From an optimization exercise on the open Yosys and OpenROAD flow, aimed at small area, a short achievable clock period and few clock cycles; shortcuts taken in it are not production practice. Only simulation tests tie the RTL to the original design; equivalence was not proved. Power and IR drop assume default switching activity.

`flow/flow/run.sh`:
```
#!/bin/bash
# Layout flow: the standard layout (standard.sh: ORFS with the standard flow's
# config.mk, constraints and synthesis), with two settings changed on the
# make command line:
#  - the port buffers are sky130_fd_sc_hd__buf_4 instead of the cell that
#    buffer_ports picks by default (a slow delay buffer);
set -euo pipefail
bash standard.sh \
  SETUP_SLACK_MARGIN=6.5 \
  "BUFFER_PORTS_ARGS=-buffer_cell sky130_fd_sc_hd__buf_4" \
  finish > flow_make.log 2>&1
```
`flow/design.v`:
```
module audio_mixer (
    input  wire        clk,
    input  wire        rst,
    input  wire        bus_req,
    input  wire        bus_we,
    input  wire [1:0]  bus_size,
    input  wire [23:0] bus_addr,
    input  wire [31:0] bus_wdata,
    output wire        bus_ack,
    output wire [31:0] bus_rdata,
    output wire        sink_valid,
    output wire        sink_last,
    output wire [15:0] sink_left,
    output wire [15:0] sink_right
);
    localparam [3:0] F_ILLEGAL = 4'd1, F_BADFPS = 4'd2, F_STALE = 4'd3,
                     F_TOOLONG = 4'd4, F_BUS = 4'd6;
    reg        enabled, paused, bufs_valid;
    reg  [1:0] fps;               
    reg        cinit;             
    reg  [4:0] rh;                
    reg        aux_empty, aux_err;
    reg  [3:0] aux_len;           
    reg  [2:0] aux_pos;           
    reg  [2:0] ap1;               
    reg        fault;
    reg  [3:0] fault_code;
    reg [31:0] drain_count;
    reg  [7:0] pcm_b [0:31];
    reg  [7:0] syn_b [0:31];
    reg  [7:0] aux_b [0:15];
    reg [15:0] mixe  [0:15];
    reg [15:0] rr    [0:19];      
    reg  [3:0] hw;                
    reg  [3:0] zc;                
    reg        rrd_r;             
    reg        pre_r;             
    reg        busy;              
    reg        ack_r;             
    reg        proc_r;            
    reg  [3:0] ix;                
    reg        k_mix, k_push;     
    reg  [4:0] n_r;               
    reg  [4:0] rp;                
    reg        rd2;               
    reg        rd_pcm, rd_syn, rd_mix, rd_aux;
    reg        rok_r;             
    reg [31:0] zr;
    wire [15:0] sleft_r  = zr[15:0];
    wire [15:0] sright_r = zr[31:16];
    reg        sv_r, sl_r;
    reg        mw_r;              
    reg  [2:0] mp_r;
    reg        rw0_r, rw1_r;      
    reg        clr_r;             
    reg        upd_r;             
    wire cfg_stale = enabled & ~bufs_valid;
    wire active    = enabled & ~paused;
    reg  [4:0] mixlen;
    reg  [3:0] frames;
    reg  [7:0] fps_val;
    always @(*) begin
        case (fps)
            2'd0:    begin mixlen = 5'd16; frames = 4'd8; fps_val = 8'd30;  end
            2'd2:    begin mixlen = 5'd4;  frames = 4'd2; fps_val = 8'd120; end
            default: begin mixlen = 5'd8;  frames = 4'd4; fps_val = 8'd60;  end
        endcase
    end
    wire [31:0] status = {20'd0, fault_code, fault, 1'b0, bufs_valid, aux_err,
                          aux_empty, cfg_stale, paused, enabled};
    wire [5:0] wh = {1'b0, rh} + 6'd12;                
    wire [4:0] wbase = (wh >= 6'd20) ? wh[4:0] - 5'd20 : wh[4:0];
    wire [23:0] a = bus_addr;
    wire aligned = (bus_size == 2'd0) ||
                   (bus_size == 2'd1 && a[0] == 1'b0) ||
                   (bus_size == 2'd2 && a[1:0] == 2'b00);
    wire in_regs = (a[23:12] == 12'h000);
    wire in_pcm  = (a[23:16] == 8'h01);
    wire in_syn  = (a[23:16] == 8'h02);
    wire in_mix  = (a[23:16] == 8'h03);
    wire in_ring = (a[23:18] == 6'b000001);
    wire in_aux  = a[23];
    wire ok_regs = in_regs && bus_size == 2'd2 && a[11:6] == 6'd0 &&
                   a[5:2] <= 4'hA;
    wire ok_win  = (in_pcm || in_syn || in_mix) && a[15:5] == 11'd0;
    wire ok_ring = in_ring && a[17:6] == 12'd0 && a[5:0] < 6'd40;
    wire ok_aux  = in_aux && a[22:4] == 19'd0;
    wire acc_ok  = bus_size != 2'd3 && aligned && (ok_regs || ok_win || ok_ring || ok_aux);
    wire fast = bus_we && (a[23] || a[17] || a[16]);
    wire idle_req = bus_req && !busy;
    wire rd_go  = idle_req && !bus_we && acc_ok;
    wire rd_win = in_pcm || in_syn || in_mix || in_aux;
    wire zeroing = (zc != 4'd0);
    wire rrd     = in_ring && bufs_valid;
    wire rhit    = (a[5:2] == hw) && !zeroing;
    reg  [7:0] wsel;              
    reg  [7:0] asel0, asel1;      
    reg [31:0] pcm_w, syn_w, mix_w;
    reg [15:0] aux_r0, aux_r1;
    integer m;
    always @(*) begin
        for (m = 0; m < 8; m = m + 1) begin
            wsel[m]  = (ix[2:0] == m);
            asel0[m] = rd_aux ? ({ix[1:0], 1'b0} == m) : (aux_pos == m);
            asel1[m] = rd_aux ? ({ix[1:0], 1'b1} == m) : (ap1 == m);
        end
        pcm_w = 32'd0; syn_w = 32'd0; mix_w = 32'd0;
        aux_r0 = 16'd0; aux_r1 = 16'd0;
        for (m = 0; m < 8; m = m + 1) begin
            pcm_w = pcm_w | ({32{wsel[m]}} & {pcm_b[4*m+3], pcm_b[4*m+2], pcm_b[4*m+1], pcm_b[4*m]});
            syn_w = syn_w | ({32{wsel[m]}} & {syn_b[4*m+3], syn_b[4*m+2], syn_b[4*m+1], syn_b[4*m]});
            mix_w = mix_w | ({32{wsel[m]}} & {mixe[2*m+1], mixe[2*m]});
            aux_r0 = aux_r0 | ({16{asel0[m]}} & {aux_b[2*m+1], aux_b[2*m]});
            aux_r1 = aux_r1 | ({16{asel1[m]}} & {aux_b[2*m+1], aux_b[2*m]});
        end
    end
    reg [31:0] reg_w;
    always @(*) begin
        case (a[5:2])
            4'h1:    reg_w = status;
            4'h2:    reg_w = {24'd0, fps_val};
            4'h3:    reg_w = {27'd0, mixlen};
            4'h4:    reg_w = {28'd0, frames};
            4'h5:    reg_w = 32'd40;
            4'h6:    reg_w = cinit ? {25'd0, wh, 1'b0} : 32'd0;
            4'h7:    reg_w = {26'd0, rh, 1'b0};
            4'h8:    reg_w = {28'd0, aux_len};
            4'h9:    reg_w = {29'd0, aux_pos};
            4'hA:    reg_w = drain_count;
            default: reg_w = 32'd0;
        endcase
    end
    wire [31:0] word0 = in_regs ? reg_w : (bufs_valid ? {rr[1], rr[0]} : 32'd0);
    wire        hit2  = rd_go && (in_pcm || in_syn || in_mix) && a[4:2] == ix[2:0];
    wire        s_pcm = rd2 ? rd_pcm : in_pcm;
    wire        s_syn = rd2 ? rd_syn : in_syn;
    wire        s_mix = rd2 ? rd_mix : (in_mix && bufs_valid && {1'b0, a[4:2]} < frames);
    wire [31:0] word1 = ({32{s_pcm}} & pcm_w) |
                        ({32{s_syn}} & syn_w) |
                        ({32{s_mix}} & mix_w) |
                        ({32{rd2 && rd_aux}} & {aux_r1, aux_r0});
    wire [31:0] word  = (rd2 || hit2) ? word1 : word0;
    reg [31:0] rdata_c;
    always @(*) begin
        rdata_c = 32'd0;
        if (bus_size == 2'd2)
            rdata_c = word;
        else if (bus_size == 2'd1)
            rdata_c[15:0] = a[1] ? word[31:16] : word[15:0];
        else
            case (a[1:0])
                2'd0: rdata_c[7:0] = word[7:0];
                2'd1: rdata_c[7:0] = word[15:8];
                2'd2: rdata_c[7:0] = word[23:16];
                default: rdata_c[7:0] = word[31:24];
            endcase
    end
    wire [31:0] wd = bus_wdata;
    wire [31:0] wa;
    assign wa[7:0]   = wd[7:0];
    assign wa[15:8]  = (bus_size == 2'd0) ? wd[7:0] : wd[15:8];
    assign wa[23:16] = (bus_size == 2'd2) ? wd[23:16] : wd[7:0];
    assign wa[31:24] = (bus_size == 2'd2) ? wd[31:24] :
                       (bus_size == 2'd1) ? wd[15:8] : wd[7:0];
    wire sz_ok   = bus_size != 2'd3 && aligned;
    wire wr_win  = idle_req && bus_we && sz_ok && a[15:5] == 11'd0 && a[23:18] == 6'd0;
    wire wr_pcm  = wr_win && a[17:16] == 2'b01;
    wire wr_syn  = wr_win && a[17:16] == 2'b10;
    wire wr_aux  = idle_req && bus_we && sz_ok && a[23] && a[22:4] == 19'd0;
    function covers;
        input [4:0] b;
        input [4:0] ad;
        input [1:0] sz;
        begin
            case (sz)
                2'd0:    covers = (b == ad);
                2'd1:    covers = (b[4:1] == ad[4:1]);
                default: covers = (b[4:2] == ad[4:2]);
            endcase
        end
    endfunction
    wire [7:0]  op       = wd[7:0];
    wire [23:0] arg      = wd[31:8];
    wire        arg_zero = (arg == 24'd0);
    wire        op_noarg = (op == 8'h00) || (op == 8'h01) || (op == 8'h02) ||
                           (op == 8'h03) || (op == 8'h04) || (op == 8'h06) ||
                           (op == 8'h0B);
    wire        illegal  = (op > 8'h0B) || (op_noarg && !arg_zero);
    wire        fps_ok   = (arg == 24'd30) || (arg == 24'd60) || (arg == 24'd120);
    wire [1:0]  fps_new  = (arg == 24'd30) ? 2'd0 : (arg == 24'd120) ? 2'd2 : 2'd1;
    wire        stream   = (op == 8'h07) || (op == 8'h08) || (op == 8'h09);
    wire        too_long = (arg > {19'd0, mixlen});
    reg  [3:0] cmd_fault;
    always @(*) begin
        cmd_fault = 4'd0;
        if (illegal)
            cmd_fault = F_ILLEGAL;
        else if (op == 8'h05 && !fps_ok)
            cmd_fault = F_BADFPS;
        else if (stream && active) begin
            if (cfg_stale)
                cmd_fault = F_STALE;
            else if (too_long)
                cmd_fault = F_TOOLONG;
        end
    end
    wire cmd_in = idle_req && bus_we && bus_size == 2'd2 && a == 24'd0 && !fault;
    wire cmd_go = cmd_in && cmd_fault == 4'd0;
    wire start  = cmd_go && stream && active;
    wire reset_bufs = cmd_go && ((op == 8'h01) || (enabled && (op == 8'h04 || op == 8'h06)));
    wire        mixing  = busy ? k_mix  : op[0];         
    wire        pushing = busy ? k_push : op[3];         
    wire [4:0]  n       = wd[12:8];
    wire        ring_at = !zeroing && ((busy ? rp[4:1] : wbase[4:1]) == hw);
    wire        go_now  = start && ix == 4'd0 && (!op[3] || ring_at);
    wire        pre_ok  = pre_r && (!k_push || ring_at);
    wire        proc    = go_now || proc_r || pre_ok;
    wire [4:0]  i0      = {1'b0, ix[2:0], 1'b0};
    wire        v0      = busy ? (i0 < n_r) : (n != 5'd0);
    wire        v1      = busy ? (i0 + 5'd1 < n_r) : (n > 5'd1);
    wire [15:0] aux0 = aux_empty ? 16'd0 : aux_r0;
    wire [15:0] aux1 = aux_empty ? 16'd0 : aux_r1;
    function [15:0] clip3;
        input [15:0] x, y, z;
        reg signed [17:0] s;
        begin
            s = $signed({{2{x[15]}}, x}) + $signed({{2{y[15]}}, y}) +
                $signed({{2{z[15]}}, z});
            if (s[17:15] == 3'b000 || s[17:15] == 3'b111)
                clip3 = s[15:0];
            else
                clip3 = {s[17], {15{~s[17]}}};
        end
    endfunction
    wire [15:0] c0 = clip3(aux0, pcm_w[15:0], syn_w[15:0]);
    wire [15:0] c1 = clip3(aux1, pcm_w[31:16], syn_w[31:16]);
    wire [15:0] l0 = (mixing && v0) ? c0 : mix_w[15:0];
    wire [15:0] l1 = (mixing && v1) ? c1 : mix_w[31:16];
    wire        rrd_go  = idle_req && !bus_we && acc_ok && rrd;
    wire        rot_rd  = (rrd_go || rrd_r) && !zeroing;
    wire        rot_al  = pre_r && k_push && !zeroing && !ring_at;
    wire        rot_wr  = rw0_r && (rp[0] || rw1_r);
    wire        in_pl   = rw0_r && !rp[0] && !rw1_r;      
    wire        rot     = zeroing || rot_rd || rot_al || rot_wr;
    wire [4:0]  nn     = busy ? n_r : n;
    wire [3:0]  npairs = pushing ? frames : ((nn + 5'd1) >> 1);
    wire        last   = (ix + 4'd1 >= npairs);
    wire [2:0] p2 = ({1'b0, ap1} + 4'd1 == aux_len) ? 3'd0 : ap1 + 3'd1;
    wire [2:0] p3 = ({1'b0, p2} + 4'd1 == aux_len) ? 3'd0 : p2 + 3'd1;
    assign bus_ack    = ack_r || fast;
    assign bus_rdata  = zr & {32{rok_r}};
    assign sink_valid = sv_r;
    assign sink_last  = sl_r;
    assign sink_left  = sleft_r;
    assign sink_right = sright_r;
    wire [15:0] wl = sleft_r & {16{~clr_r}};
    wire [15:0] wr = sright_r & {16{~clr_r}};
    integer k;
    always @(posedge clk) begin
        for (k = 0; k < 32; k = k + 1) begin
            if (wr_pcm && covers(k[4:0], a[4:0], bus_size)) pcm_b[k] <= wa[8*(k%4) +: 8];
            if (wr_syn && covers(k[4:0], a[4:0], bus_size)) syn_b[k] <= wa[8*(k%4) +: 8];
        end
        for (k = 0; k < 16; k = k + 1)
            if (wr_aux && covers(k[4:0], {1'b0, a[3:0]}, bus_size)) aux_b[k] <= wa[8*(k%4) +: 8];
        for (k = 0; k < 16; k = k + 1)
            if (clr_r || (mw_r && k / 2 == mp_r))
                mixe[k] <= (k % 2 == 0) ? wl : wr;
        if (rot) begin
            for (k = 1; k < 18; k = k + 1)
                rr[k] <= rr[k + 2];
            rr[0]  <= (rot_wr && rp[0] && rw1_r) ? sright_r : rr[2];
            rr[18] <= zeroing ? 16'd0 : (rot_wr && !rp[0]) ? sleft_r : rr[0];
            rr[19] <= zeroing ? 16'd0 : rot_wr ? (rp[0] ? sleft_r : sright_r) : rr[1];
        end else if (in_pl) begin
            rr[0]  <= sleft_r;
        end
        zr <= (busy ? (proc_r || pre_r) : bus_we) ? {l1, l0} : rdata_c;
        if (idle_req)
            rok_r <= acc_ok;
        mp_r     <= ix[2:0];
    end
    reg [31:0] dc_all1;
    integer d;
    always @(*) begin
        dc_all1[0] = 1'b1;
        for (d = 1; d < 32; d = d + 1)
            dc_all1[d] = dc_all1[d-1] & drain_count[d-1];
    end
    wire dc_inc = upd_r;
    always @(posedge clk)
        for (d = 0; d < 32; d = d + 1)
            if (rst || (dc_inc && dc_all1[d]))
                drain_count[d] <= ~drain_count[d] & ~rst;
    always @(posedge clk) begin
        if (rst) begin
            enabled     <= 1'b0;
            paused      <= 1'b0;
            bufs_valid  <= 1'b0;
            fps         <= 2'd1;
            cinit       <= 1'b0;
            rh          <= 5'd0;
            aux_empty   <= 1'b1;
            aux_err     <= 1'b0;
            aux_len     <= 4'd1;
            aux_pos     <= 3'd0;
            ap1         <= 3'd0;
            fault       <= 1'b0;
            fault_code  <= 4'd0;
            busy        <= 1'b0;
            ack_r       <= 1'b0;
            proc_r      <= 1'b0;
            ix          <= 4'd0;
            rd2         <= 1'b0;
            rd_pcm      <= 1'b0;
            rd_syn      <= 1'b0;
            rd_mix      <= 1'b0;
            rd_aux      <= 1'b0;
            sv_r        <= 1'b0;
            sl_r        <= 1'b0;
            mw_r        <= 1'b0;
            rw0_r       <= 1'b0;
            rw1_r       <= 1'b0;
            hw          <= 4'd0;
            zc          <= 4'd0;
            rrd_r       <= 1'b0;
            pre_r       <= 1'b0;
            clr_r       <= 1'b0;
            upd_r       <= 1'b0;
        end else begin
            sv_r  <= proc && pushing;
            sl_r  <= proc && pushing && last;
            mw_r  <= proc;
            rw0_r <= proc && pushing && v0;
            rw1_r <= proc && pushing && v1;
            clr_r <= reset_bufs;
            upd_r <= start && op[3];
            if (busy) begin
                if (ack_r) begin
                    busy  <= 1'b0;
                    ack_r <= 1'b0;
                end
                if (rrd_r && rhit) begin
                    ack_r <= 1'b1;
                    rrd_r <= 1'b0;
                end
                if (rd2) begin
                    ack_r  <= 1'b1;
                    ix     <= {1'b0, ix[2:0] + 3'd1};
                    rd2    <= 1'b0;
                    rd_pcm <= 1'b0;
                    rd_syn <= 1'b0;
                    rd_mix <= 1'b0;
                    rd_aux <= 1'b0;
                end
            end else if (bus_req) begin
                if (!acc_ok) begin
                    if (!fault) begin
                        fault      <= 1'b1;
                        fault_code <= F_BUS;
                    end
                end else if (cmd_go) begin
                    case (op)
                    8'h01: begin
                        enabled <= 1'b1;
                        paused  <= 1'b0;
                    end
                    8'h02: begin
                        enabled    <= 1'b0;
                        paused     <= 1'b0;
                        bufs_valid <= 1'b0;
                    end
                    8'h03:
                        if (enabled) paused <= 1'b1;
                    8'h04:
                        if (enabled) paused <= 1'b0;
                    8'h05:
                        if (fps_new != fps) begin
                            fps <= fps_new;
                            if (enabled) bufs_valid <= 1'b0;
                        end
                    8'h0A:
                        if (arg_zero || arg > 24'd8) begin
                            aux_err <= 1'b1;
                        end else begin
                            aux_len   <= arg[3:0];
                            aux_pos   <= 3'd0;
                            ap1       <= (arg[3:0] == 4'd1) ? 3'd0 : 3'd1;
                            aux_empty <= 1'b0;
                            aux_err   <= 1'b0;
                        end
                    8'h0B: begin
                        aux_empty <= 1'b1;
                        aux_len   <= 4'd1;
                        aux_pos   <= 3'd0;
                        ap1       <= 3'd0;
                        aux_err   <= 1'b0;
                    end
                    default: ;
                    endcase
                end else if (cmd_in) begin
                    fault      <= 1'b1;
                    fault_code <= cmd_fault;
                end
                if (!fast) begin
                    busy  <= 1'b1;
                    ack_r <= !start && !(rd_go && rd_win && !hit2) && !(rrd_go && !rhit);
                end
                if (rrd_go && !rhit)
                    rrd_r <= 1'b1;
                if (hit2)
                    ix <= {1'b0, a[4:2] + 3'd1};
                if (start && !go_now) begin
                    ix     <= 4'd0;
                    pre_r  <= 1'b1;
                end
                if (start)
                    rp <= wbase;
                if (rd_go && rd_win && !hit2) begin
                    ix     <= {1'b0, a[4:2]};
                    rd2    <= 1'b1;
                    rd_pcm <= in_pcm;
                    rd_syn <= in_syn;
                    rd_mix <= in_mix && bufs_valid && {1'b0, a[4:2]} < frames;
                    rd_aux <= in_aux;
                end
                if (start) begin
                    k_mix  <= op[0];
                    k_push <= op[3];
                    n_r    <= n;
                end
            end
            if (pre_ok)
                pre_r <= 1'b0;
            if (reset_bufs) begin
                hw <= 4'd6;              
                zc <= 4'd10;
            end else begin
                if (rot)
                    hw <= (hw == 4'd9) ? 4'd0 : hw + 4'd1;
                if (zeroing)
                    zc <= zc - 4'd1;
            end
            if (reset_bufs) begin
                bufs_valid <= 1'b1;
                cinit      <= 1'b1;
                rh         <= 5'd0;
            end
            if (upd_r) begin
                rh <= ({1'b0, rh} + {1'b0, n_r} > 6'd20) ? rh + n_r - 5'd20 : rh + n_r;
            end
            if (proc) begin
                if (mixing && v1) begin
                    aux_pos <= p2;
                    ap1     <= p3;
                end else if (mixing && v0) begin
                    aux_pos <= ap1;
                    ap1     <= p2;
                end
                proc_r <= !last;
                ack_r  <= last;
                ix     <= last ? 4'd0 : ix + 4'd1;
            end
        end
    end
endmodule
```
`flow/constraint.sdc`:
```
create_clock -name core_clock -period 12.0 [get_ports {clk}]
set_input_delay 2.4000 -clock core_clock [delete_from_list [all_inputs] [get_ports {clk}]]
set_output_delay 2.4000 -clock core_clock [all_outputs]
set_load 0.01 [all_outputs]
```
`flow/standard.sh`:
```
#!/bin/bash
# synth_recipe.tcl (not shown) runs the flow's synth.tcl, then flattens the netlist and writes it again
# the make line also repeats each setting of config.mk as NAME=value (left out here)
make -C /OpenROAD-flow-scripts/flow DESIGN_CONFIG=/design/flow/config.mk WORK_HOME=/design/flow/orfs CLKGATE_MAP_FILE= SYNTH_SCRIPT=/design/flow/synth_recipe.tcl "${@:-finish}"
```
`flow/config.mk`:
```
export PLATFORM = sky130hd
export DESIGN_NAME = audio_mixer
export DESIGN_NICKNAME = audio_mixer
export VERILOG_FILES = /design/flow/design.v
export SDC_FILE = /design/flow/constraint.sdc
export NUM_CORES = 8
export LEC_CHECK = 0
export CAP_MARGIN = 5
export CORE_MARGIN = 2
export CORE_UTILIZATION = 55
export CTS_CLUSTER_DIAMETER = 90
export CTS_CLUSTER_SIZE = 24
export SLEW_MARGIN = 5
```
==> flow_results.xml, run 1 <==
<?xml version="1.0" encoding="UTF-8"?>
<metrics>
  <group name="run_status">
    <metric name="status" unit="">timing/DRC/antenna clean</metric>
  </group>
  <group name="sta">
    <metric name="timing.final.hold_violations" unit="">0</metric>
    <metric name="setup_viol" unit="">0</metric>
    <metric name="timing_max_transition_violations_final" unit="">0</metric>
    <metric name="fmaxAchievable" unit="MHz">180</metric>
    <metric name="relSlewSlack" unit="%">20.0</metric>
    <metric name="setup_total_neg_slack" unit="ns">0</metric>
    <metric name="finalClockSkew" unit="ns">0.0357</metric>
    <metric name="fin_crit_sh" unit="%">46.2</metric>
    <metric name="worst_slew_pin_slew" unit="ns">1.19</metric>
    <metric name="grt_setup_unrepaired" unit="">yes</metric>
    <metric name="final.min_clock_period" unit="ns">5.55</metric>
  </group>
  <group name="setup_path">
    <metric name="critical_path.max_fanout" unit="">7</metric>
    <metric name="timing.critical_path.from_type" unit="">primary input</metric>
    <metric name="crit_type" unit="">in2out</metric>
    <metric name="endpoint_kind" unit="">output pin</metric>
    <metric name="cp_data_required_time" unit="ns">9.60</metric>
    <metric name="critPathArrivalTime" unit="ns">3.15</metric>
  </group>
  <group name="floorplanning">
    <metric name="initial_core_util" unit="%">55.5</metric>
    <metric name="num_io_pins" unit="">129</metric>
    <metric name="die_width" unit="um">327</metric>
    <metric name="core.rowCount" unit="">118</metric>
    <metric name="die_span_y" unit="um">327</metric>
    <metric name="core_region_area" unit="sq mm">0.103</metric>
    <metric name="die_area" unit="sq mm">0.107</metric>
  </group>
  <group name="logic_synthesis">
    <metric name="count_of_synthesis_stage_warnings_from_yosys" unit="">6</metric>
    <metric name="postSynth.asyncResetShare" unit="%">0</metric>
    <metric name="synth.cell_area" unit="sq mm">0.0574</metric>
    <metric name="synth_top_area_cell" unit="">sky130_fd_sc_hd__edfxtp_1</metric>
    <metric name="seq_area_frac_synth" unit="%">69.1</metric>
    <metric name="synth.top_cells.by_count" unit="">sky130_fd_sc_hd__edfxtp_1 (1261), sky130_fd_sc_hd__nor2_1 (292), sky130_fd_sc_hd__nand2_1 (252), sky130_fd_sc_hd__a222oi_1 (231), sky130_fd_sc_hd__a21oi_1 (200)</metric>
    <metric name="synth_top_flop_cell" unit="">sky130_fd_sc_hd__edfxtp_1</metric>
    <metric name="yosysMostFrequentCell" unit="">sky130_fd_sc_hd__edfxtp_1</metric>
    <metric name="synth.ff_latch_count" unit="">1352</metric>
    <metric name="yosys.cell_types.count" unit="">97</metric>
    <metric name="syn_area_per_cell" unit="sq um">14.5</metric>
    <metric name="post_synth_inst_count" unit="">3946</metric>
    <metric name="synth_top_cell_area_share" unit="%">66.0</metric>
    <metric name="mapped_nets" unit="">4118</metric>
    <metric name="synth_top_cells_by_area" unit="">sky130_fd_sc_hd__edfxtp_1 (66%), sky130_fd_sc_hd__a222oi_1 (4.0%), sky130_fd_sc_hd__dfxtp_1 (3.2%)</metric>
    <metric name="synth-edff-count" unit="">1261</metric>
  </group>
  <group name="global_route">
    <metric name="wire_length_of_the_first_global_routing_pass" unit="um">258000</metric>
    <metric name="globalRouteOverflowTotal" unit="">0</metric>
    <metric name="first_global_vias" unit="">35600</metric>
    <metric name="antenna_violations_before_repair" unit="">15</metric>
    <metric name="global_route.usage.total" unit="%">33.7</metric>
    <metric name="grt_max_degree" unit="">93</metric>
  </group>
  <group name="place">
    <metric name="gp_routability_congestion" unit="">0.987</metric>
    <metric name="buffer_ports.inserted" unit="">128</metric>
    <metric name="hpwlAfterDp" unit="um">124000</metric>
  </group>
  <group name="detailed_routing">
    <metric name="remaining_drc_errors" unit="">0</metric>
    <metric name="drt-total-wl" unit="um">184000</metric>
    <metric name="top_signal_layer_used" unit="">met5</metric>
    <metric name="drt-initial-drc-count" unit="">5822</metric>
    <metric name="routed-via-count" unit="">37600</metric>
    <metric name="drt-wirelength-per-cell" unit="um">33.9</metric>
    <metric name="met1_length" unit="um">73200</metric>
    <metric name="vias_per_cell" unit="">6.95</metric>
    <metric name="wl_met2" unit="um">83200</metric>
    <metric name="detail-route-antenna-nets" unit="">0</metric>
    <metric name="drt_pre_antenna_iters" unit="">9</metric>
    <metric name="dr_wl_met3" unit="um">19100</metric>
  </group>
  <group name="final_layout">
    <metric name="final_layout_size_suffix_gt1_share" unit="%">12.0</metric>
    <metric name="nFillCells" unit="">7827</metric>
    <metric name="area.growth.synth_to_final" unit="%">8.93</metric>
    <metric name="nNetsFinal" unit="">4164</metric>
    <metric name="finalCoreUtilization" unit="%">60.4</metric>
  </group>
  <group name="min_path">
    <metric name="worst_hold_path_type" unit="">reg2reg</metric>
  </group>
  <group name="clock_network">
    <metric name="clock_path_buffers" unit="">3</metric>
    <metric name="clk_pin_slew" unit="ns">0.09</metric>
    <metric name="cts_root_buf" unit="">sky130_fd_sc_hd__clkbuf_16</metric>
    <metric name="cts_buffer_count" unit="">69</metric>
    <metric name="clkSinkCount" unit="">1352</metric>
    <metric name="cts_tree" unit="">yes</metric>
    <metric name="cts.htree.levels" unit="">3</metric>
    <metric name="worstSkewPairLatency" unit="ns">0.69</metric>
  </group>
  <group name="power">
    <metric name="ir_drop" unit="uV">431</metric>
    <metric name="power.density_cell_area" unit="mW/mm^2">165</metric>
    <metric name="leak" unit="nW">21.1</metric>
  </group>
  <group name="flow_run">
    <metric name="timing.max_cap.violations" unit="">0</metric>
  </group>
</metrics>
-- final timing paths --
check	to	slack, ns	start	cells after the start
worst max register to register	zr[6]$_DFF_P_	6.63	ix[1]$_SDFFE_PP0P_	20
worst max-delay path	bus_ack	6.45	bus_addr[23]	5
worst min-delay path	rr[7][6]$_DFFE_PN_	0.42	rr[9][6]$_DFFE_PN_	0
worst min register to register	rr[7][6]$_DFFE_PN_	0.42	rr[9][6]$_DFFE_PN_	0
-- layer usage --
metal,vias up,GRT usage (%)
li1,15900,-
met1,19100,47.2
met2,2157,52.1
met3,398,7.53
met4,10,12.1
met5,-,0
-- worst max-delay path, cell delays in order --
cell	delay (ns)
sky130_fd_sc_hd__buf_4	0.14
sky130_fd_sc_hd__or3_4	0.35
sky130_fd_sc_hd__nand2_4	0.09
sky130_fd_sc_hd__nand2b_4	0.05
sky130_fd_sc_hd__buf_6	0.11
-- metrics by stage --
stage | setup slack (ns) | area [sq um] | cells | total power [W] | hold slack [ns]
2_1_floorplan | 6.51 | 57500 | 3946 | 0.00719 | 0.400
3_3_place_gp | 5.23 | 59700 | 5260 | 0.00769 | 0.400
3_5_place_dp | 4.97 | 59700 | 5260 | 0.00775 | 0.405
4_1_cts | 6.45 | 62200 | 5391 | 0.0103 | 0.409
5_1_grt | 6.43 | 62500 | 5408 | 0.0107 | 0.428
6_report | 6.45 | 62500 | 5412 | 0.0103 | 0.420
-- flip-flops by register name (all words and copies together), names as in the netlist, 4 cells and up --
signal       cells
aux_b          128
pcm_b          256
mixe           256
ix               4
aux_len          4
syn_b          256
zr              32
hw               4
rh               5
n_r              5
rp               5
zc               4
drain_count     32
rr             320
-- cell usage in the layout, fill, tap and decap left out, types with 18 or more instances in the layout --
cell type                   instances
sky130_fd_sc_hd__edfxtp_1        1261
sky130_fd_sc_hd__nor2_1           288
sky130_fd_sc_hd__nand2_1          251
sky130_fd_sc_hd__a222oi_1         231
sky130_fd_sc_hd__buf_4            212
sky130_fd_sc_hd__a21oi_1          194
sky130_fd_sc_hd__mux2i_1          136
sky130_fd_sc_hd__o21ai_0           92
sky130_fd_sc_hd__a221o_1           89
sky130_fd_sc_hd__dfxtp_1           88
sky130_fd_sc_hd__clkbuf_16         70
sky130_fd_sc_hd__ha_1              65
sky130_fd_sc_hd__nor2b_1           57
sky130_fd_sc_hd__a22oi_1           55
sky130_fd_sc_hd__inv_1             52
sky130_fd_sc_hd__a221oi_1          50
sky130_fd_sc_hd__nor3_1            48
sky130_fd_sc_hd__and2_1            47
sky130_fd_sc_hd__nand3_1           46
sky130_fd_sc_hd__xnor2_1           36
sky130_fd_sc_hd__a31oi_1           36
sky130_fd_sc_hd__fa_1              33
sky130_fd_sc_hd__a211oi_1          32
sky130_fd_sc_hd__a21o_1            29
sky130_fd_sc_hd__o22ai_1           28
sky130_fd_sc_hd__nand2b_1          23
sky130_fd_sc_hd__clkbuf_1          23
sky130_fd_sc_hd__xor2_1            22
sky130_fd_sc_hd__or2_2             18
sky130_fd_sc_hd__nand4_1           18
-- cell type report --
cell class,instances,area (sq um),area share [%]
Multi-Input combinational cell,2273,16800,26.9
Sequential cell,1352,39700,63.5
Clock inverter,12,155,0.248
Antenna cell,6,15.0,0.0240
Clock buffer,93,1840,2.94
Tap cell,1380,1730,2.76
Inverter,58,228,0.364
Timing Repair Buffer,238,2060,3.29
-- report_power, final --
group	switching, W	leakage (nW)	internal, W	total [W]
clock network	0.00149	0.961	0.00111	0.00259
registers	0.000354	12.2	0.00627	0.00662
logic	0.000850	7.85	0.000257	0.00111
-- what timing repair did --
| action | 4_1_cts | 5_1_grt |
|---|---|---|
| hold endpoints to repair | 0 | 0 |
| buffers inserted | 23 | 15 |
| pin swaps | 12 | 20 |
| gates resized for setup | 54 | 56 |
| cloned | 3 | 0 |
| hold buffers | 0 | 0 |
| endpoints found under the setup margin | 307 | 126 |
-- cells by family after synthesis --
| kind of cell | count (synthesis) | share of synthesized area [%] |
|---|---|---|
| compound gates | 1043 | 14.1 |
| flops | 1352 | 69.1 |
| xor+xnor | 58 | 0.885 |
| simple gates | 890 | 7.31 |
| fa+ha+maj | 110 | 2.86 |
| mux | 170 | 3.36 |
| buf+inv | 323 | 2.33 |
Testbench counts, summed over its fixed seeds: cycles 20,665.
==> run 2, diff against run 1 <==
==> flow/flow/run.sh (replaced) <==
#!/bin/bash
# Layout flow: the standard layout (standard.sh: ORFS with the standard flow's
# config.mk, constraints and synthesis), with these settings changed on the
# make command line:
#  - the port buffers are sky130_fd_sc_hd__buf_4 instead of the cell that
#    buffer_ports picks by default (a slow delay buffer);
#  - clock tree synthesis clusters up to 24 sinks within 90 um per leaf
#    buffer and inserts no dummy loads.
# make's output goes to flow_make.log in the work folder; ORFS keeps each
# step's log under orfs/logs/.
set -euo pipefail
bash standard.sh \
  SETUP_SLACK_MARGIN=6.5 \
  "BUFFER_PORTS_ARGS=-buffer_cell sky130_fd_sc_hd__buf_4" \
  "CTS_ARGS=-sink_clustering_enable -repair_clock_nets -sink_clustering_size 24 -sink_clustering_max_diameter 90 -dont_use_dummy_load" \
  finish > flow_make.log 2>&1
--- a/flow/config.mk
+++ b/flow/config.mk
@@ -10,4 +10,2 @@
 export CORE_UTILIZATION = 55
-export CTS_CLUSTER_DIAMETER = 90
-export CTS_CLUSTER_SIZE = 24
 export SLEW_MARGIN = 5
==> run 2 against run 1 <==
- wire length shrank 0.26%
- critical path depth up 7
- area after synthesis unchanged
- synthesized cell count did not move
- register-to-register slack about the same
- cell area is 0.26% lower
- combinational power about the same
- maximum frequency shrank 0.10%
==> flow_results.xml, run 2 <==
<?xml version="1.0" encoding="UTF-8"?>
<metrics>
  <group name="logic_synthesis">
    <metric name="synth_top_cells_by_area" unit="">sky130_fd_sc_hd__edfxtp_1 (66%), sky130_fd_sc_hd__a222oi_1 (4.0%), sky130_fd_sc_hd__dfxtp_1 (3.2%)</metric>
    <metric name="synth.top_cells.by_count" unit="">sky130_fd_sc_hd__edfxtp_1 (1261), sky130_fd_sc_hd__nor2_1 (292), sky130_fd_sc_hd__nand2_1 (252), sky130_fd_sc_hd__a222oi_1 (231), sky130_fd_sc_hd__a21oi_1 (200)</metric>
    <metric name="seq_area_frac_synth" unit="%">69.1</metric>
    <metric name="count_of_synthesis_stage_warnings_from_yosys" unit="">6</metric>
    <metric name="post_synth_inst_count" unit="">3946</metric>
    <metric name="syn_area_per_cell" unit="sq um">14.5</metric>
    <metric name="synth_top_flop_cell" unit="">sky130_fd_sc_hd__edfxtp_1</metric>
    <metric name="synth_top_cell_area_share" unit="%">66.0</metric>
    <metric name="synth.cell_area" unit="sq mm">0.0574</metric>
    <metric name="synth.ff_latch_count" unit="">1352</metric>
    <metric name="mapped_nets" unit="">4118</metric>
    <metric name="synth_top_area_cell" unit="">sky130_fd_sc_hd__edfxtp_1</metric>
    <metric name="synth-edff-count" unit="">1261</metric>
    <metric name="yosysMostFrequentCell" unit="">sky130_fd_sc_hd__edfxtp_1</metric>
    <metric name="postSynth.asyncResetShare" unit="%">0</metric>
    <metric name="yosys.cell_types.count" unit="">97</metric>
  </group>
  <group name="min_path">
    <metric name="hold_path.startpoint" unit="">rr[13][1]$_DFFE_PN_</metric>
    <metric name="worst_hold_path_type" unit="">reg2reg</metric>
    <metric name="min_to" unit="">rr[11][1]$_DFFE_PN_</metric>
    <metric name="whs_path_depth" unit="">0</metric>
  </group>
  <group name="sta">
    <metric name="timing_max_transition_violations_final" unit="">0</metric>
    <metric name="setup_viol" unit="">0</metric>
    <metric name="fmaxAchievable" unit="MHz">180</metric>
    <metric name="worst_slew_pin_slew" unit="ns">1.21</metric>
    <metric name="postLayoutSetupSlackWorst" unit="ns">6.45</metric>
    <metric name="fin_crit_sh" unit="%">46.3</metric>
    <metric name="final.min_clock_period" unit="ns">5.55</metric>
    <metric name="timing.final.hold_violations" unit="">0</metric>
    <metric name="finalClockSkew" unit="ns">0.0611</metric>
    <metric name="grt_setup_unrepaired" unit="">yes</metric>
    <metric name="relSlewSlack" unit="%">18.8</metric>
    <metric name="setup_total_neg_slack" unit="ns">0</metric>
    <metric name="worst_hold_slack" unit="ns">0.379</metric>
  </group>
  <group name="power">
    <metric name="leak" unit="nW">21.0</metric>
    <metric name="power.density_cell_area" unit="mW/mm^2">163</metric>
    <metric name="ir_drop" unit="uV">445</metric>
  </group>
  <group name="clock_network">
    <metric name="cts_tree" unit="">yes</metric>
    <metric name="clk_pin_slew" unit="ns">0.09</metric>
    <metric name="cts_hold_buf" unit="">0</metric>
    <metric name="cts_root_buf" unit="">sky130_fd_sc_hd__clkbuf_16</metric>
    <metric name="worstSkewPairLatency" unit="ns">0.68</metric>
    <metric name="cts.htree.levels" unit="">3</metric>
    <metric name="clkSinkCount" unit="">1352</metric>
    <metric name="cts_buffer_count" unit="">69</metric>
    <metric name="clock_path_buffers" unit="">3</metric>
  </group>
  <group name="final_layout">
    <metric name="final_layout_size_suffix_gt1_share" unit="%">12.1</metric>
    <metric name="layout_common_cells" unit="">sky130_fd_sc_hd__edfxtp_1 (1261), sky130_fd_sc_hd__nor2_1 (288), sky130_fd_sc_hd__nand2_1 (251), sky130_fd_sc_hd__a222oi_1 (231), sky130_fd_sc_hd__buf_4 (216)</metric>
    <metric name="largest-register" unit="">rr</metric>
    <metric name="largest_register_ff_count" unit="">320</metric>
    <metric name="finalCoreUtilization" unit="%">60.3</metric>
    <metric name="nNetsFinal" unit="">4170</metric>
    <metric name="nFillCells" unit="">7833</metric>
    <metric name="layout.cells.most_common" unit="">sky130_fd_sc_hd__edfxtp_1</metric>
    <metric name="postLayoutCellArea" unit="sq mm">0.0624</metric>
    <metric name="area.growth.synth_to_final" unit="%">8.65</metric>
  </group>
  <group name="global_route">
    <metric name="wire_length_of_the_first_global_routing_pass" unit="um">257000</metric>
    <metric name="antenna_violations_before_repair" unit="">15</metric>
    <metric name="first_global_vias" unit="">35500</metric>
    <metric name="grt_max_degree" unit="">93</metric>
    <metric name="globalRouteOverflowTotal" unit="">0</metric>
    <metric name="global_route.usage.total" unit="%">33.6</metric>
  </group>
  <group name="setup_path">
    <metric name="worstReg2RegStart" unit="">ix[0]$_SDFFE_PP0P_</metric>
    <metric name="worstReg2RegEnd" unit="">zr[6]$_DFF_P_</metric>
    <metric name="worst_setup_slack_for_register_to_register_paths" unit="ns">6.62</metric>
    <metric name="critical_path.max_fanout" unit="">21</metric>
    <metric name="cp_data_required_time" unit="ns">12.51</metric>
    <metric name="crit_type" unit="">in2reg</metric>
    <metric name="worst_r2r_path_depth" unit="">19</metric>
    <metric name="critPathArrivalTime" unit="ns">6.06</metric>
    <metric name="endpoint_kind" unit="">flop</metric>
    <metric name="timing.critical_path.from_type" unit="">primary input</metric>
  </group>
  <group name="detailed_routing">
    <metric name="remaining_drc_errors" unit="">0</metric>
    <metric name="drt-total-wl" unit="um">183000</metric>
    <metric name="detail-route-antenna-nets" unit="">0</metric>
    <metric name="drt-wirelength-per-cell" unit="um">34.0</metric>
    <metric name="routed-via-count" unit="">37400</metric>
    <metric name="drt_pre_antenna_iters" unit="">10</metric>
    <metric name="drt-initial-drc-count" unit="">5799</metric>
    <metric name="vias_per_cell" unit="">6.95</metric>
  </group>
  <group name="place">
    <metric name="hpwlAfterDp" unit="um">124000</metric>
    <metric name="post-place-ws" unit="ns">4.97</metric>
    <metric name="placed_area" unit="sq mm">0.0597</metric>
    <metric name="gp_routability_congestion" unit="">0.987</metric>
    <metric name="buffer_ports.inserted" unit="">128</metric>
  </group>
  <group name="floorplanning">
    <metric name="die_width" unit="um">327</metric>
    <metric name="core_region_area" unit="sq mm">0.103</metric>
    <metric name="initial_core_util" unit="%">55.5</metric>
    <metric name="core.rowCount" unit="">118</metric>
    <metric name="die_area" unit="sq mm">0.107</metric>
    <metric name="die_span_y" unit="um">327</metric>
    <metric name="num_io_pins" unit="">129</metric>
  </group>
  <group name="flow_run">
    <metric name="timing.max_cap.violations" unit="">0</metric>
  </group>
  <group name="run_status">
    <metric name="status" unit="">timing/DRC/antenna clean</metric>
  </group>
</metrics>
run 2: how the worst max path moves through the flow:
stage	startpoint	to	slack (ns)
after floorplan	ix[2]$_SDFFE_PP0P_	zr[7]$_DFF_P_	6.51
after global placement	bus_addr[2]	rr[0][5]$_DFFE_PP_	5.23
after detailed placement	bus_addr[2]	rr[0][15]$_DFFE_PP_	4.97
after CTS	bus_addr[16]	bus_ack	6.45
after global routing	bus_addr[23]	bus_ack	6.43
final	bus_addr[2]	zr[6]$_DFF_P_	6.45
run 2: repair_timing:
| action | 4_1_cts | 5_1_grt |
|---|---|---|
| resized for setup | 53 | 57 |
| pin swaps | 14 | 18 |
| endpoints found under the setup margin | 308 | 153 |
| gates cloned | 3 | 0 |
| buffers inserted | 25 | 19 |
| endpoints found under the hold margin | 0 | 0 |
run 2: per-layer routing:
metal	GRT usage, %	vias up	part of all wire [%]
li1	-	15900	-
met3	7.49	363	10
met4	12.2	12	4.3
met2	51.6	2159	45
met5	0	-	0.038
met1	47.4	19000	40
run 2: logic make-up after synthesis:
group / share of synthesized area (%)
compound gates: 14.1
xor+xnor: 0.885
fa+ha+maj: 2.86
buf+inv: 2.33
flops: 69.1
mux: 3.36
simple gates: 7.31
run 2: metrics by stage:
stage / total power [W] / std cells
6_report: 0.0102 / 5384
3_5_place_dp: 0.00775 / 5260
4_1_cts: 0.0102 / 5357
3_3_place_gp: 0.00769 / 5260
5_1_grt: 0.0105 / 5378
2_1_floorplan: 0.00719 / 3946
run 2: critical path, cell delays in order:
cell and delay [ns]:
sky130_fd_sc_hd__buf_4 0.17, sky130_fd_sc_hd__inv_1 0.13, sky130_fd_sc_hd__ha_1 0.44, sky130_fd_sc_hd__o21a_1 0.20, sky130_fd_sc_hd__a2111oi_1 0.57, sky130_fd_sc_hd__nor4b_2 0.13
sky130_fd_sc_hd__buf_4 0.26, sky130_fd_sc_hd__a221oi_1 1.00, sky130_fd_sc_hd__a31o_2 0.31, sky130_fd_sc_hd__nor2_1 0.07, sky130_fd_sc_hd__o21ai_0 0.25, sky130_fd_sc_hd__nand4_1 0.13
run 2: where the power goes:
group	switching, W	internal, W	total (W)
combinational	0.000846	0.000257	0.00110
sequential	0.000348	0.00627	0.00661
clock	0.00141	0.00103	0.00244
run 2: final cells by class:
| type | instances | area [sq um] | area share (%) |
|---|---|---|---|
| Timing Repair Buffer | 244 | 2120 | 3.39 |
| Multi-Input combinational cell | 2273 | 16900 | 27.0 |
| Tap cell | 1380 | 1730 | 2.77 |
| Antenna cell | 8 | 20.0 | 0.0321 |
| Clock buffer | 69 | 1730 | 2.77 |
| Sequential cell | 1352 | 39700 | 63.7 |
| Inverter | 58 | 228 | 0.365 |
==> run 3, diff against run 2 <==
--- a/flow/flow/run.sh
+++ b/flow/flow/run.sh
@@ -12,3 +12,3 @@
 bash standard.sh \
-  SETUP_SLACK_MARGIN=6.5 \
+  SETUP_SLACK_MARGIN=6.6 \
   "BUFFER_PORTS_ARGS=-buffer_cell sky130_fd_sc_hd__buf_4" \
==> run 3 against run 2 <==
- clock skew up 0.021 ns
- worst hold slack gained 0.033 ns
- first-iteration DRC count up 3.9%
- still clean on timing, DRC and antenna
- largest power group unchanged
- highest routed layer unchanged
- area after synthesis unchanged
==> flow_results.xml, run 3 <==
<?xml version="1.0" encoding="UTF-8"?>
<metrics>
  <group name="run_status">
    <metric name="status" unit="">timing/DRC/antenna clean</metric>
  </group>
  <group name="detailed_routing">
    <metric name="drt-total-wl" unit="um">187000</metric>
    <metric name="vias_per_cell" unit="">7.01</metric>
    <metric name="drt-initial-drc-count" unit="">6023</metric>
    <metric name="drt_pre_antenna_iters" unit="">10</metric>
    <metric name="detail-route-antenna-nets" unit="">0</metric>
    <metric name="drt-wirelength-per-cell" unit="um">34.6</metric>
    <metric name="routed-via-count" unit="">37900</metric>
    <metric name="remaining_drc_errors" unit="">0</metric>
  </group>
  <group name="clock_network">
    <metric name="clkSinkCount" unit="">1352</metric>
    <metric name="cts.htree.levels" unit="">3</metric>
    <metric name="cts_root_buf" unit="">sky130_fd_sc_hd__clkbuf_16</metric>
    <metric name="cts_hold_buf" unit="">0</metric>
    <metric name="clock_path_buffers" unit="">3</metric>
    <metric name="cts_buffer_count" unit="">70</metric>
    <metric name="clk_pin_slew" unit="ns">0.09</metric>
    <metric name="worstSkewPairLatency" unit="ns">0.70</metric>
    <metric name="cts_tree" unit="">yes</metric>
  </group>
  <group name="setup_path">
    <metric name="endpoint_kind" unit="">output pin</metric>
    <metric name="crit_path_top_delay_cell" unit="">sky130_fd_sc_hd__or3_4</metric>
    <metric name="critical_path.max_fanout" unit="">2</metric>
    <metric name="slowest_delay" unit="ns">0.39</metric>
    <metric name="cp_data_required_time" unit="ns">9.60</metric>
    <metric name="crit_type" unit="">in2out</metric>
    <metric name="worstPathCellList" unit="">buf_12 -&gt; or3_4 -&gt; nand2_4 -&gt; nand2b_4 -&gt; buf_6</metric>
    <metric name="timing.critical_path.from_type" unit="">primary input</metric>
    <metric name="critPathArrivalTime" unit="ns">3.15</metric>
  </group>
  <group name="logic_synthesis">
    <metric name="synth.ff_latch_count" unit="">1352</metric>
    <metric name="syn_area_per_cell" unit="sq um">14.5</metric>
    <metric name="yosys.cell_types.count" unit="">97</metric>
    <metric name="synth_top_cell_area_share" unit="%">66.0</metric>
    <metric name="postSynth.asyncResetShare" unit="%">0</metric>
    <metric name="synth_top_cells_by_area" unit="">sky130_fd_sc_hd__edfxtp_1 (66%), sky130_fd_sc_hd__a222oi_1 (4.0%), sky130_fd_sc_hd__dfxtp_1 (3.2%)</metric>
    <metric name="seq_area_frac_synth" unit="%">69.1</metric>
    <metric name="synth.top_cells.by_count" unit="">sky130_fd_sc_hd__edfxtp_1 (1261), sky130_fd_sc_hd__nor2_1 (292), sky130_fd_sc_hd__nand2_1 (252), sky130_fd_sc_hd__a222oi_1 (231), sky130_fd_sc_hd__a21oi_1 (200)</metric>
    <metric name="synth-edff-count" unit="">1261</metric>
    <metric name="synth.cell_area" unit="sq mm">0.0574</metric>
    <metric name="mapped_nets" unit="">4118</metric>
    <metric name="yosysMostFrequentCell" unit="">sky130_fd_sc_hd__edfxtp_1</metric>
    <metric name="synth_top_area_cell" unit="">sky130_fd_sc_hd__edfxtp_1</metric>
    <metric name="count_of_synthesis_stage_warnings_from_yosys" unit="">6</metric>
    <metric name="synth_top_flop_cell" unit="">sky130_fd_sc_hd__edfxtp_1</metric>
    <metric name="post_synth_inst_count" unit="">3946</metric>
  </group>
  <group name="floorplanning">
    <metric name="core_region_area" unit="sq mm">0.103</metric>
    <metric name="initial_core_util" unit="%">55.5</metric>
    <metric name="die_span_y" unit="um">327</metric>
    <metric name="die_area" unit="sq mm">0.107</metric>
    <metric name="num_io_pins" unit="">129</metric>
    <metric name="core.rowCount" unit="">118</metric>
    <metric name="die_width" unit="um">327</metric>
  </group>
  <group name="place">
    <metric name="buffer_ports.inserted" unit="">128</metric>
    <metric name="gp_routability_congestion" unit="">1.01</metric>
    <metric name="hpwlAfterDp" unit="um">124000</metric>
    <metric name="placed_area" unit="sq mm">0.0597</metric>
    <metric name="numPlacedInstances" unit="">5254</metric>
  </group>
  <group name="flow_run">
    <metric name="timing.max_cap.violations" unit="">0</metric>
  </group>
  <group name="sta">
    <metric name="grt_setup_unrepaired" unit="">yes</metric>
    <metric name="timing.final.hold_violations" unit="">0</metric>
    <metric name="relSlewSlack" unit="%">11.6</metric>
    <metric name="worst_slew_pin_slew" unit="ns">1.32</metric>
    <metric name="fin_crit_sh" unit="%">46.2</metric>
    <metric name="fmaxAchievable" unit="MHz">180</metric>
    <metric name="setup_total_neg_slack" unit="ns">0</metric>
    <metric name="timing_max_transition_violations_final" unit="">0</metric>
    <metric name="final.min_clock_period" unit="ns">5.55</metric>
    <metric name="setup_viol" unit="">0</metric>
    <metric name="finalClockSkew" unit="ns">0.0823</metric>
  </group>
  <group name="global_route">
    <metric name="globalRouteOverflowTotal" unit="">0</metric>
    <metric name="antenna_violations_before_repair" unit="">11</metric>
    <metric name="grt_max_degree" unit="">93</metric>
    <metric name="wire_length_of_the_first_global_routing_pass" unit="um">261000</metric>
    <metric name="global_route.usage.total" unit="%">34.1</metric>
    <metric name="first_global_vias" unit="">35800</metric>
  </group>
  <group name="final_layout">
    <metric name="largest_register_ff_count" unit="">320</metric>
    <metric name="final_layout_size_suffix_gt1_share" unit="%">13.5</metric>
    <metric name="layout.cells.most_common" unit="">sky130_fd_sc_hd__edfxtp_1</metric>
    <metric name="multiInputGateArea" unit="sq mm">0.0170</metric>
    <metric name="largest-register" unit="">rr</metric>
    <metric name="nNetsFinal" unit="">4188</metric>
    <metric name="layout_common_cells" unit="">sky130_fd_sc_hd__edfxtp_1 (1261), sky130_fd_sc_hd__nor2_1 (270), sky130_fd_sc_hd__nand2_1 (247), sky130_fd_sc_hd__a222oi_1 (231), sky130_fd_sc_hd__buf_4 (226)</metric>
    <metric name="area.growth.synth_to_final" unit="%">9.54</metric>
    <metric name="postLayoutCellArea" unit="sq mm">0.0629</metric>
    <metric name="finalNonFillerCells" unit="">5397</metric>
    <metric name="nFillCells" unit="">7698</metric>
    <metric name="register_area" unit="sq mm">0.0397</metric>
  </group>
  <group name="min_path">
    <metric name="worst_hold_path_type" unit="">reg2reg</metric>
  </group>
  <group name="power">
    <metric name="power" unit="W">0.0102</metric>
    <metric name="power.density_cell_area" unit="mW/mm^2">162</metric>
    <metric name="ir_drop" unit="uV">346</metric>
    <metric name="leak" unit="nW">21.2</metric>
  </group>
</metrics>
run 3: cell counts after synthesis:
No cell type changed its count.
run 3: power by group:
part | internal, W | total, W | switching [W]
Combinational | 0.000277 | 0.00112 | 0.000847
Sequential | 0.00626 | 0.00660 | 0.000339
Clock | 0.00104 | 0.00245 | 0.00140
Total | 0.00758 | 0.0102 | 0.00259
run 3: final cells by class:
type                       instances  area share, %
sequential                      1352           63.1
multi-input combinational       2273           27.1
timing repair buffer             261           3.88
clock buffer                      70           2.79
tap                             1380           2.75
inverter                          58          0.356
antenna                            3         0.0119
run 3: stage by stage:
stage | hold slack [ns] | setup WS [ns] | util [%]
CTS | 0.403 | 6.45 | 60.2
detailed placement | 0.405 | 4.93 | 57.7
floorplan | 0.391 | 6.60 | -
global placement | 0.400 | 5.19 | 57.7
finish | 0.412 | 6.45 | 60.8
global route | 0.414 | 6.43 | 60.8
run 3: metal layers:
metal,track usage [%],part of all wire (%),vias up
met4,13.7,4.7,2
met3,7.13,10,380
met5,0,0.0086,-
met1,48.3,40,19300
li1,-,-,15900
met2,52.1,45,2279
run 3: timing repair:
item / CTS / global route
cloned: 8 / 1
resized for setup: 65 / 99
endpoints found under the setup margin: 306 / 399
setup buffers: 40 / 21
pin swaps: 14 / 34
run 3: path summary, 6_finish.rpt:
check,from,to,slack (ns),depth (start not counted)
setup reg to reg,ix[0]$_SDFFE_PP0P_,zr[7]$_DFF_P_,6.60,19
hold reg to reg,rr[19][2]$_SDFFCE_PP0N_,rr[17][2]$_DFFE_PN_,0.41,0
setup / recovery,bus_addr[16],bus_ack,6.45,5
hold / removal,rr[19][2]$_SDFFCE_PP0N_,rr[17][2]$_DFFE_PN_,0.41,0
run 3: kinds of logic after synthesis:
group	share of synthesized area, %
buffers and inverters	2.33
muxes	3.36
xor gates and xnor gates	0.885
AOI/OAI and AO/OA	14.1
adders and majority gates	2.86
and+or+nand+nor	7.31
DFF	69.1
run 3: critical path, delay by kind of cell:
family | cells | cell delay, ns
buffers and inverters | 2 | 0.21
AND/OR/NAND/NOR | 3 | 0.52

==> static timing again, ports no longer ideal <==
Ports are ideal in the flow. The routed layouts listed here were re-timed in OpenROAD.
Step 1: set_driving_cell puts a clkbuf_16 on clk and a buf_2 on each other input, an assumption about the parent block.
Step 2, shift: input delay + t, output delay - t, t = (earliest + latest rising clock arrival at the registers) / 2. This alone moves slack from input paths to output paths.
Three values: no drivers, after step 1, after step 2; two values: the first two.
run | t, ns | slack for setup (ns) | latest minus earliest clock arrival (ns)
run 1 | 0.748 | 6.452 / 6.406 / 5.790 | 0.037 / 0.037
run 2 | 0.726 | 6.447 / 6.406 / 5.762 | 0.062 / 0.062
run 3 | 0.727 | 6.452 / 6.402 / 5.842 | 0.082 / 0.083
After both steps every run listed still meets setup and hold. The setup slack of run 2, which loses most, moves by -0.041 ns with the drivers and by -0.685 ns with both steps.
